Source: an optimization exercise on an open RTL-to-GDS flow (aim: small area, a short achievable clock period and few clock cycles). Production flows keep margins and buffers that such runs may drop. In this exercise RTL edits were held to simulation tests only and were not proved equivalent to the original. Power and IR drop assume default switching activity.

==> flow/design.v, too long to show whole: its modules and the start of the top module <==
// module conv_engine: 965 lines
// module mac_lane: 345 lines
module conv_engine (
    input  wire        clk,
    input  wire        rst,
    input  wire        kc_we,
    input  wire [5:0]  kc_idx,
    input  wire [15:0] kc_data,
    input  wire        start,
    input  wire [7:0]  ksel,
    input  wire [7:0]  kdim,
    input  wire [15:0] kdiv,
    input  wire [31:0] src_base,
    input  wire [31:0] dst_base,
    input  wire [15:0] width,
    input  wire [15:0] height,
    output reg         busy,
    output reg         done,
    output reg  [2:0]  err,
    output reg         mem_req,
    output reg         mem_we,
    output wire [31:0] mem_addr,
    output reg  [7:0]  mem_wdata,
    input  wire        mem_gnt,
    input  wire        mem_rvalid,
    input  wire [7:0]  mem_rdata
);
  // ...
==> flow/flow/run.sh <==
#!/bin/bash
# The standard layout (the standard.sh, unchanged synthesis and steps),
# with two changes to how the layout is made:
#  - ORFS's timing repair keeps a setup margin, so that it sizes and buffers
#    paths well below the design's clock period;
#  - the port buffers that ORFS inserts at every input and output are plain
#    buffers (buf_4) rather than the delay cell buffer_ports picks by default.
set -euo pipefail
export BUFFER_PORTS_ARGS="-buffer_cell sky130_fd_sc_hd__buf_4"
bash standard.sh SETUP_SLACK_MARGIN=11.3 finish > flow_make.log 2>&1
==> flow/standard.sh <==
#!/bin/bash
# synth_recipe.tcl (not shown) runs the flow's synth.tcl, then flattens the netlist and writes it again
# the make line also repeats each setting of config.mk as NAME=value (left out here)
make -C /OpenROAD-flow-scripts/flow DESIGN_CONFIG=/design/flow/config.mk WORK_HOME=/design/flow/orfs CLKGATE_MAP_FILE= SYNTH_SCRIPT=/design/flow/synth_recipe.tcl "${@:-finish}"
==> flow/config.mk <==
export PLATFORM = sky130hd
export DESIGN_NAME = conv_engine
export DESIGN_NICKNAME = conv_engine
export VERILOG_FILES = /design/flow/design.v
export SDC_FILE = /design/flow/constraint.sdc
export NUM_CORES = 4
export LEC_CHECK = 0
export CAP_MARGIN = 20
export CORE_MARGIN = 2
export CORE_UTILIZATION = 40
export SLEW_MARGIN = 20
==> flow/constraint.sdc <==
create_clock -name core_clock -period 16.0 [get_ports {clk}]
set_input_delay 3.2000 -clock core_clock [delete_from_list [all_inputs] [get_ports {clk}]]
set_output_delay 3.2000 -clock core_clock [all_outputs]
set_load 0.01 [all_outputs]
==> metrics.md, run 1 <==
| Metric | Value |
|---|---|
| Largest buffer count on any clock path | `4` |
| Final setup TNS | `0 ps` |
| Initial antenna violation count | `45` |
| Net switching power of the design | `7600 uW` |
| Number of standard cells in the layout, taps in and fillers out | `16700` |
| Total die area | `324000 sq um` |
| Area share of and/or/nand/nor cells after synthesis | `0.117` |
| CTS tree | `built` |
| Total power after layout | `20600 uW` |
| Final Skew | `approximately 130 ps` |
| Critical path class | `input pin to register` |
| Minimum setup slack among reg-to-reg paths | `around 11000 ps` |
| Distinct cell type count of the synthesized netlist | `99` |
| Cell count along the critical path | `8` |
| Cell Count Post-Placement | `16200` |
| Main combinational cell family by area after synthesis | `adder cells` |
| RSZ-0062 raised after global routing | `yes` |
| Status | `no timing/DRC/antenna violations` |
| GPL Wtd Cong | `roughly 0.95` |
| Warning count from the yosys run | `1` |
| Biggest cell category by area in the final layout | `multi-input gates` |
| Tap Cells | `4180` |
| Worst hold-check path type | `register to register` |
| Row Count | `207` |
| Clock sink count | `approximately 2000` |
| Maximum clock frequency | `around 210 MHz` |
| Clock root cell | `clkbuf_16` |
Testbench counts, summed over its fixed seeds: cycles 122,270.
==> run 2: changes to the inputs <==
--- a/flow/flow/run.sh
+++ b/flow/flow/run.sh
@@ -7,4 +7,4 @@
 #    buffers (buf_4) rather than the delay cell buffer_ports picks by default.
 set -euo pipefail
 export BUFFER_PORTS_ARGS="-buffer_cell sky130_fd_sc_hd__buf_4"
-bash standard.sh SETUP_SLACK_MARGIN=11.3 finish > flow_make.log 2>&1
+bash standard.sh SETUP_SLACK_MARGIN=11.5 finish > flow_make.log 2>&1
==> run 2 against run 1 <==
Core utilization rose by 0.45 points. Setup slack improved by 83 ps. Maximum frequency rose by 1.8%. Die area did not move. Clock power barely moved. Worst hold slack got worse by 3.2 ps. First-iteration DRC count rose by 3.1%. Critical path depth fell by 7. Still clean on timing, DRC and antenna. Final area rose by 1.0%. Register-to-register slack improved by 30 ps. Critical endpoint is now mem_addr[6].
==> metrics.md, run 2 <==
| Metric | Value |
|---|---|
| GR Util All Layers | `0.277 (was 0.271)` |
| Mean routed wirelength per cell | `27.6 um (was 27.2 um)` |
| Number of register bits inferred by synthesis | `1989 (unchanged)` |
| Minimum period implied by the final worst setup slack | `4650 ps (was 4730 ps)` |
| Share of Yosys cell area claimed by the top area cell type | `0.319 (unchanged)` |
| Synth async-reset ratio | `0 (unchanged)` |
| Final Skew | `132 ps (was 128 ps)` |
| Xor/xnor cell area share of the yosys netlist | `0.0673 (unchanged)` |
| Arrival time worst endpoint | `1450 ps (was 5220 ps)` |
| Count of final max-slew check failures | `0 (unchanged)` |
| First-pass iteration count of the detailed router | `13 (was 10)` |
| Maximum level of the CTS H-tree | `4 (unchanged)` |
| Register with the highest flop count | `kflat (unchanged)` |
| Number of vias after detailed routing | `101000 (was 100000)` |
| Main combinational cell family by area after synthesis | `adder cells (unchanged)` |
| Largest registers in the final layout | `kflat: 784 flops, kv: 49 flops, ha: 31 flops (unchanged)` |
| Remaining max-slew budget at the tightest pin | `0.173 (was 0.212)` |
| Maximum clock frequency | `215 MHz (was 211 MHz)` |
| Vias per Instance | `6.06 (was 6.02)` |
| Detailed placer's ending HPWL | `322000 um (was 316000 um)` |
| Top library cells by usage in the layout, fill and taps aside | `1358 x edfxtp_1, 1115 x nand2_1, 1071 x inv_1 (was 1358 x edfxtp_1, 1119 x nand2_1, 1072 x inv_1)` |
| Fin worst setup slack | `11350 ps (was 11270 ps)` |
| Row Count | `207 (unchanged)` |
| Clock insertion delay at the later pin of the skew report | `960 ps (was 950 ps)` |
| Crit path buffers/inverters | `1 (was 3)` |
| Worst hold-check path type | `register to register (unchanged)` |
| Via count of the first global-routing pass | `95400 (was 94900)` |
| Number of maximum-capacitance constraint violations | `0 (unchanged)` |
| Area share of and/or/nand/nor cells after synthesis | `0.117 (unchanged)` |
| Area post-placement | `134000 sq um (about the same)` |
| Net count of the finished layout | `13800 (about the same)` |
| Starting Density | `0.402 (unchanged)` |
| Total global routing overflow | `0 (unchanged)` |
| Distinct cell type count of the synthesized netlist | `99 (unchanged)` |
| Synth Flop Type | `edfxtp_1 (unchanged)` |
| Metal-1 WL | `191000 um (was 189000 um)` |
| Dpl ws | `10480 ps (was 10410 ps)` |
| Cell Count Post-Placement | `16200 (about the same)` |
| Clock transition at the register clock pins on the worst setup and hold paths after CTS | `60 ps (about the same)` |
| Die extent in x | `569 um (unchanged)` |
| Kind of start point of the critical path | `register (was input pin)` |
| Max FFs per register | `784 (unchanged)` |
| I/O Pins | `211 (unchanged)` |
| P per Cell Area | `144 nW/um^2 (was 145 nW/um^2)` |
| Avg Inst Size Synth | `10.3 sq um (unchanged)` |
| Final setup TNS | `0 ps (unchanged)` |
| Largest buffer count on any clock path | `4 (unchanged)` |
| Hold violation total from the final report | `0 (unchanged)` |
| Share of the clock period used by the worst path | `0.290 (was 0.296)` |
| Count of input and output buffers | `198 (unchanged)` |
| Pin count of the biggest net entering global routing | `159 (was 165)` |
| Detailed Route Iter0 Violations | `14400 (was 13900)` |
| Area of the core | `318000 sq um (unchanged)` |
| Total die area | `324000 sq um (unchanged)` |
| Leading cell type in the layout, fill and taps excluded | `edfxtp_1 (unchanged)` |
| Top delay family on crit path | `flip-flops (was simple AND/OR/NAND/NOR gates)` |
| Area of all placed cells without fillers | `143000 sq um (was 142000 sq um)` |
| Area growth from synthesis to layout | `12.3% (was 11.2%)` |
| Detail Route met3 WL | `56500 um (was 52400 um)` |
| Transition time of the tightest slew-check pin | `1240 ps (was 1180 ps)` |
| RSZ-0062 raised after global routing | `yes (unchanged)` |
| Post-synthesis mux area share | `0.0110 (unchanged)` |
| Number of synthesized flops with an enable pin | `1358 (unchanged)` |
| Cell with the most instances after synthesis | `edfxtp_1 (unchanged)` |
| Vertical die dimension | `569 um (unchanged)` |
| Total clock buffers created by CTS | `220 (was 223)` |
| Setup Viol. Count Final | `0 (unchanged)` |
| Most common library cells after synthesis | `1358 x edfxtp_1, 1126 x nand2_1, 1077 x inv_1 (unchanged)` |
| Delay contributed by the slowest stage of the critical path | `430 ps (was 790 ps)` |
| Synthesized cell area | `128000 sq um (unchanged)` |
| Required arrival time at the worst endpoint | `12800 ps (was 16490 ps)` |
| P_leak | `0.0541 uW (was 0.0535 uW)` |
| Number of standard cells after synthesis | `12400 (unchanged)` |
| Worst path slowest cell | `edfxtp_1 (was nor2_4)` |
| Post-synthesis compound-gate area fraction | `0.161 (unchanged)` |
| Area share of fa/ha/maj cells after synthesis | `0.169 (unchanged)` |
| Wire length after detailed routing | `463000 um (was 453000 um)` |
| Largest area contributor in the netlist | `edfxtp_1 (unchanged)` |
| Clock sink count | `1989 (unchanged)` |
| Initial antenna violation count | `45 (unchanged)` |
| Proportion of synthesized chip area in sequential cells | `0.418 (unchanged)` |
| Number of standard cells in the layout, taps in and fillers out | `16700 (about the same)` |
| CTS tree | `built (unchanged)` |
| Max FO, Critical Path | `1 (was 16)` |
| Uppermost layer routed | `met5 (unchanged)` |
| DRC | `0 (unchanged)` |
| Maximum ir drop on the vdd rail | `0.000106 V (was 0.000108 V)` |
| Critical path class | `register to output port (was input pin to register)` |
| Critical Path End Type | `output port (was register)` |
| Global-route wire length before repair | `665000 um (was 656000 um)` |
| Warning count from the yosys run | `1 (unchanged)` |
| Fraction of final layout cells with drive strength greater than 1 | `0.0972 (was 0.0885)` |
| Routed length on met2 | `195000 um (was 193000 um)` |
| Largest cells by area after synthesis | `edfxtp_1 32%, fa_1 10%, dfxtp_1 9.9% (unchanged)` |
| CP Cell Sequence | `buf_6 (was buf_4 -> inv_1 -> ha_2 -> nand2_2 -> a31oi_2 -> nand3b_1 -> buf_4 -> nor2_4)` |
| GPL Wtd Cong | `0.963 (was 0.951)` |
| Clock root cell | `clkbuf_16 (unchanged)` |
| Status | `no timing/DRC/antenna violations (unchanged)` |
| Number of nets still failing antenna checks after routing | `0 (unchanged)` |
==> run 2: cell counts after synthesis <==
Identical to the previous run, type by type.
==> run 2: cells by family after synthesis <==
| logic type | after synthesis |
|---|---|
| xor+xnor | 973 |
| other cells | 1 |
| mux | 132 |
| flops | 1989 |
| buf+inv | 1909 |
| fa+ha+maj | 1333 |
| simple gates | 3146 |
| compound gates | 2957 |
==> run 2: repair_timing <==
item | 4_1_cts | 5_1_grt
gates resized for setup | 125 | 130
setup buffers | 40 | 88
endpoints found under the setup margin | 554 | 477
endpoints found under the hold margin | 0 | 0
gates cloned | 3 | 0
pin swaps | 17 | 49
hold buffers | 0 | 0
==> run 2: power by group <==
| part | switching, uW | internal (uW) | total (uW) | leakage [uW] |
|---|---|---|---|---|
| clock network | 2240 | 3000 | 5240 | 0.00356 |
| logic | 4960 | 3560 | 8520 | 0.0330 |
| registers | 512 | 6420 | 6940 | 0.0176 |
| total | 7710 | 13000 | 20700 | 0.0541 |
==> run 2: worst paths after layout <==
path,start,end,slack (ps),depth (start not counted)
hold / removal,Asb[0],hb[1],420,0
hold reg to reg,Asb[0],hb[1],420,0
setup / recovery,maddr[6],mem_addr[6],11350,1
setup reg to reg,ri[0],c1r[2],11400,9
==> run 2: worst register-to-register path, stage by stage, from the launching register on <==
cell      delay [ps]
dfxtp_2          580
inv_1            220
ha_2             380
nand2_1          320
nor2_4           180
buf_12           290
a22o_1           430
a221oi_1         810
a31oi_1          400
or3_1            660
==> run 2: routing by layer <==
layer | up-vias | GRT usage
li1 | 44300 | -
met1 | 49900 | 0.392
met2 | 6154 | 0.403
met3 | 995 | 0.0730
met4 | 20 | 0.102
met5 | - | 0
==> run 2: cell type report <==
type | instances | area (sq um)
inverters | 1080 | 4080
flip-flops and latches | 1989 | 53500
repair buffers | 508 | 4790
clock inverters | 108 | 1080
clock buffers | 296 | 6190
well taps | 4180 | 5230
multi-input cells | 8555 | 68600
diodes | 15 | 37.5
fillers | 29700 | 174000
==> run 2: per-stage QoR <==
| step | util | hold slack (ps) | power (uW) |
|---|---|---|---|
| after floorplan | - | 400 | 12700 |
| after CTS | 0.446 | 418 | 20600 |
| after global routing | 0.451 | 426 | 22100 |
| final | 0.451 | 417 | 20700 |
| after global placement | 0.420 | 402 | 15300 |
| after detailed placement | 0.420 | 405 | 15400 |

[separate check: timing with driven ports]
The results above use ideal ports. As a check the final layouts listed here were re-extracted and re-timed, cells and wires unchanged.
Step 1: set_driving_cell puts a clkbuf_16 on clk and a buf_2 on each other input, an assumption about the parent block.
Step 2 moves the port delays by t, midway between the first and last clock arrival at a register: inputs arrive t later, outputs are due t later. That takes back most of the time a late clock gives input paths.
Slacks: no drivers / after step 1 / after step 2; pairs: no drivers / after step 1.
run	t (ns)	slack for setup (ns)	worst setup path at the end	cell pins on the clock port's net
run 1	1.015	11.271 / 11.224 / 10.344	input to register	1
run 2	1.017	11.354 / 11.235 / 10.588	input to register	1
After both steps setup and hold are still met in every run listed. The setup slack of run 1, which loses most, moves by -0.047 ns with the drivers and by -0.927 ns with both steps.
